Context: an optimization exercise on an open-source flow, tuned for small area. The choices shown serve that exercise and are no tape-out recipe. In this exercise RTL edits were held to simulation tests only and were not proved equivalent to the original. No activity file was given, so power comes from the tool's default toggle rates.

==> flow/design.v (excerpt) <==
module apex_core (
    input  wire        clk,
    input  wire        rst,           
    output wire [31:0] imem_addr,     
    input  wire [63:0] imem_rdata,    
    output wire        dmem_re,       
    output wire        dmem_we,       
    output wire [31:0] dmem_addr,     
    output wire [31:0] dmem_wdata,
    input  wire [31:0] dmem_rdata,    
    output wire        halted
);
For scale: about 1700 cells after synthesis, roughly 200 I/O pins, roughly 27000 um^2 of cells after synthesis.
==> flow/config.mk <==
export PLATFORM = sky130hd
export DESIGN_NAME = apex_core
export DESIGN_NICKNAME = apex_core
export VERILOG_FILES = /design/flow/design.v
export SDC_FILE = /design/flow/constraint.sdc
export NUM_CORES = 4
export LEC_CHECK = 0
export ABC_AREA = 1
export CAP_MARGIN = 20
export CORE_MARGIN = 2
export CORE_UTILIZATION = 65
export PLACE_DENSITY = 0.75
export SLEW_MARGIN = 20
==> flow/constraint.sdc <==
create_clock -name core_clock -period 10.0 [get_ports {clk}]
set_input_delay 2.0000 -clock core_clock [delete_from_list [all_inputs] [get_ports {clk}]]
set_output_delay 2.0000 -clock core_clock [all_outputs]
set_load 0.01 [all_outputs]
standard.sh (not shown) runs the stock make flow with config.mk's settings and CLKGATE_MAP_FILE= SYNTH_SCRIPT=/design/flow/synth_recipe.tcl, a recipe that flattens the netlist after the stock synthesis.
==> flow/flow/run.sh <==
#!/bin/bash
# Own layout flow: the standard ORFS flow (standard.sh) with
#  - an area-only ABC mapping script (amap; no delay-driven buffering or
#    upsizing),
#    and plain gates instead of the full-adder cell map,
#  - port buffers of the smallest buffer cell,
#  - a clock tree of small clock buffers without dummy loads.
# Registers, power grid, taps and every other step are the standard flow's.
set -euo pipefail
W=$PWD
rm -rf "$W/scripts_mod"
cp -r "$FLOW_HOME/scripts" "$W/scripts_mod"
cp "$W/flow/abc_area.script" "$W/scripts_mod/abc_area.script"
export SCRIPTS_DIR="$W/scripts_mod"
export ADDER_MAP_FILE=
export BUFFER_PORTS_ARGS="-buffer_cell sky130_fd_sc_hd__buf_1"
export CTS_ARGS="-sink_clustering_enable -repair_clock_nets -dont_use_dummy_load -buf_list sky130_fd_sc_hd__clkbuf_4 -sink_clustering_size 12 -sink_clustering_max_diameter 40"
bash standard.sh > "$W/standard.log" 2>&1
==> flow/flow/abc_area.script <==
strash
dch
amap
topo
The first run completed with no timing, DRC or antenna violations.
Next try:
--- a/flow/design.v
+++ b/flow/design.v
@@ -19,41 +19,41 @@
                      OP_HALT  = 4'd12;
     localparam [31:0] CODE_BASE = 32'd4000;
     reg  [4:0]    phase;
     reg           clr;           
     reg           halted_r;
     reg           p2;            
     reg           k_jmp;         
     reg           k_ld, k_st, k_mul;
     reg           z;
     reg  [31:0]   pc;
     reg  [31:0]   sr;
     reg  [31:0]   w;
-    reg  [4:0]    rd_l;          
+    reg  [4:0]    rd_l, rs2_l;   
     reg           cy;            
     reg  [4:0]    cacc_q;        
     reg  [1023:0] rf;            
     wire p1   = !clr && !p2 && !halted_r;
     wire ph0  = (phase == 5'd0);
     wire ph31 = (phase == 5'd31);
     assign imem_addr  = pc;
     assign dmem_addr  = sr;
     assign dmem_wdata = w;
     assign dmem_re    = k_ld && ph0;
     assign dmem_we    = k_st && ph0;
     assign halted     = halted_r;
     wire [3:0] op  = imem_rdata[63:60];
     wire [4:0] rd  = p2 ? rd_l : imem_rdata[59:55];
     wire [4:0] rs1 = imem_rdata[54:50];
-    wire [4:0] rs2 = p2 ? rd_l : imem_rdata[49:45];
+    wire [4:0] rs2 = p2 ? rs2_l : imem_rdata[49:45];
     wire is_store = (op == OP_STORE);
     wire is_load  = (op == OP_LOAD);
     wire is_movc  = (op == OP_MOVC);
     wire is_add   = (op == OP_ADD);
     wire is_sub   = (op == OP_SUB);
     wire is_and   = (op == OP_AND);
     wire is_or    = (op == OP_OR);
     wire is_xor   = (op == OP_XOR);
     wire is_mul   = (op == OP_MUL);
     wire is_bz    = (op == OP_BZ);
     wire is_bnz   = (op == OP_BNZ);
     wire is_jump  = (op == OP_JUMP);
@@ -156,54 +156,54 @@
     assign col[5] = cs_c30;
     wire prod = col[0];
     wire taken = (is_bz && z) || (is_bnz && !z);
     wire sr_in = p2 ? bin
                : (is_load || is_store || is_jump) ? sum1
                : is_mul ? 1'b0
                : taken ? immb
                : (phase == 5'd2);
     reg p1_wbit;
     always @(*) begin
         case (op)
             OP_MOVC: p1_wbit = immb;
-            OP_MUL:  p1_wbit = rs2b;
             OP_AND:  p1_wbit = rs1b & rs2b;
             OP_OR:   p1_wbit = rs1b | rs2b;
             OP_XOR:  p1_wbit = rs1b ^ rs2b;
             default: p1_wbit = sum1;
         endcase
     end
     wire ld_bit = ph0 ? dmem_rdata[0] : sr[0];
     wire wbit   = p2 ? (k_ld ? ld_bit : prod) : p1_wbit;
-    wire p1_wen = is_movc || addsub || is_and || is_or || is_xor || is_mul;
+    wire p1_wen = is_movc || addsub || is_and || is_or || is_xor;
     wire wen    = (p1 && p1_wen) || k_ld || k_mul;
     wire sets_z = (p1 && addsub) || k_mul;
     wire        wd   = wbit && !clr;
     wire [31:0] wsel = {32{clr}} | ({31'd0, wen} << rd);
     integer r, k;
     always @(posedge clk) begin
         for (r = 0; r < 32; r = r + 1) begin
             for (k = 0; k < 31; k = k + 1)
                 rf[32*r + k] <= rf[32*r + k + 1];
             rf[32*r + 31] <= wsel[r] ? wd : rout[r];
         end
         sr[31] <= sr_in;
         if (dmem_re)
             sr[30:0] <= dmem_rdata[31:1];
         else
             sr[30:0] <= sr[31:1];
         if (!p2)
             w <= {rs1b, w[31:1]};
         if (!p2) begin
             rd_l  <= imem_rdata[59:55];
+            rs2_l <= imem_rdata[49:45];
         end
         if (!p1)
             pc <= {pc_in, pc[31:1]};
         cy <= co1;
         cacc_q <= col[5:1];
         if (rst) begin
             phase    <= 5'd0;
             clr      <= 1'b1;
             halted_r <= 1'b0;
             p2       <= 1'b0;
             k_jmp    <= 1'b0;
             k_ld     <= 1'b0;
Routed wire length increases by 0.36%. Clock power increases by about 2%. Total power increases by 0.58%. Worst setup slack got worse by 0.46 ns. Register-to-register slack got worse by 0.15 ns. Clock-buffer cell count increases by 2. Sequential cell count increases by 5. Maximum frequency decreases by 5.9%. Global-route usage decreases by 0.13 points. Sequential share of layout area hardly moves. Final area increases by 0.35%.

[port drivers added, routing unchanged]
Ports are ideal in the flow. The routed layouts listed here were re-timed in OpenROAD.
Step 1, drivers: a clkbuf_16 drives clk and a buf_2 each remaining input, both assumed.
Step 2 moves the port delays by t, midway between the first and last clock arrival at a register: inputs arrive t later, outputs are due t later. That takes back most of the time a late clock gives input paths.
Three values: ideal, step 1, step 2; two values: the first two.
| run | t, ns | setup slack, ns | worst register clock-pin slew, ns |
|---|---|---|---|
| the first run | 0.823 | 2.769 / 2.787 / 1.964 | 0.12 / 0.12 |
| the second run | 0.837 | 2.312 / 2.341 / 1.504 | 0.12 / 0.12 |
After both steps setup and hold are still met in every run listed. The setup slack of the second run, which loses most, moves by +0.029 ns with the drivers and by -0.808 ns with both steps.
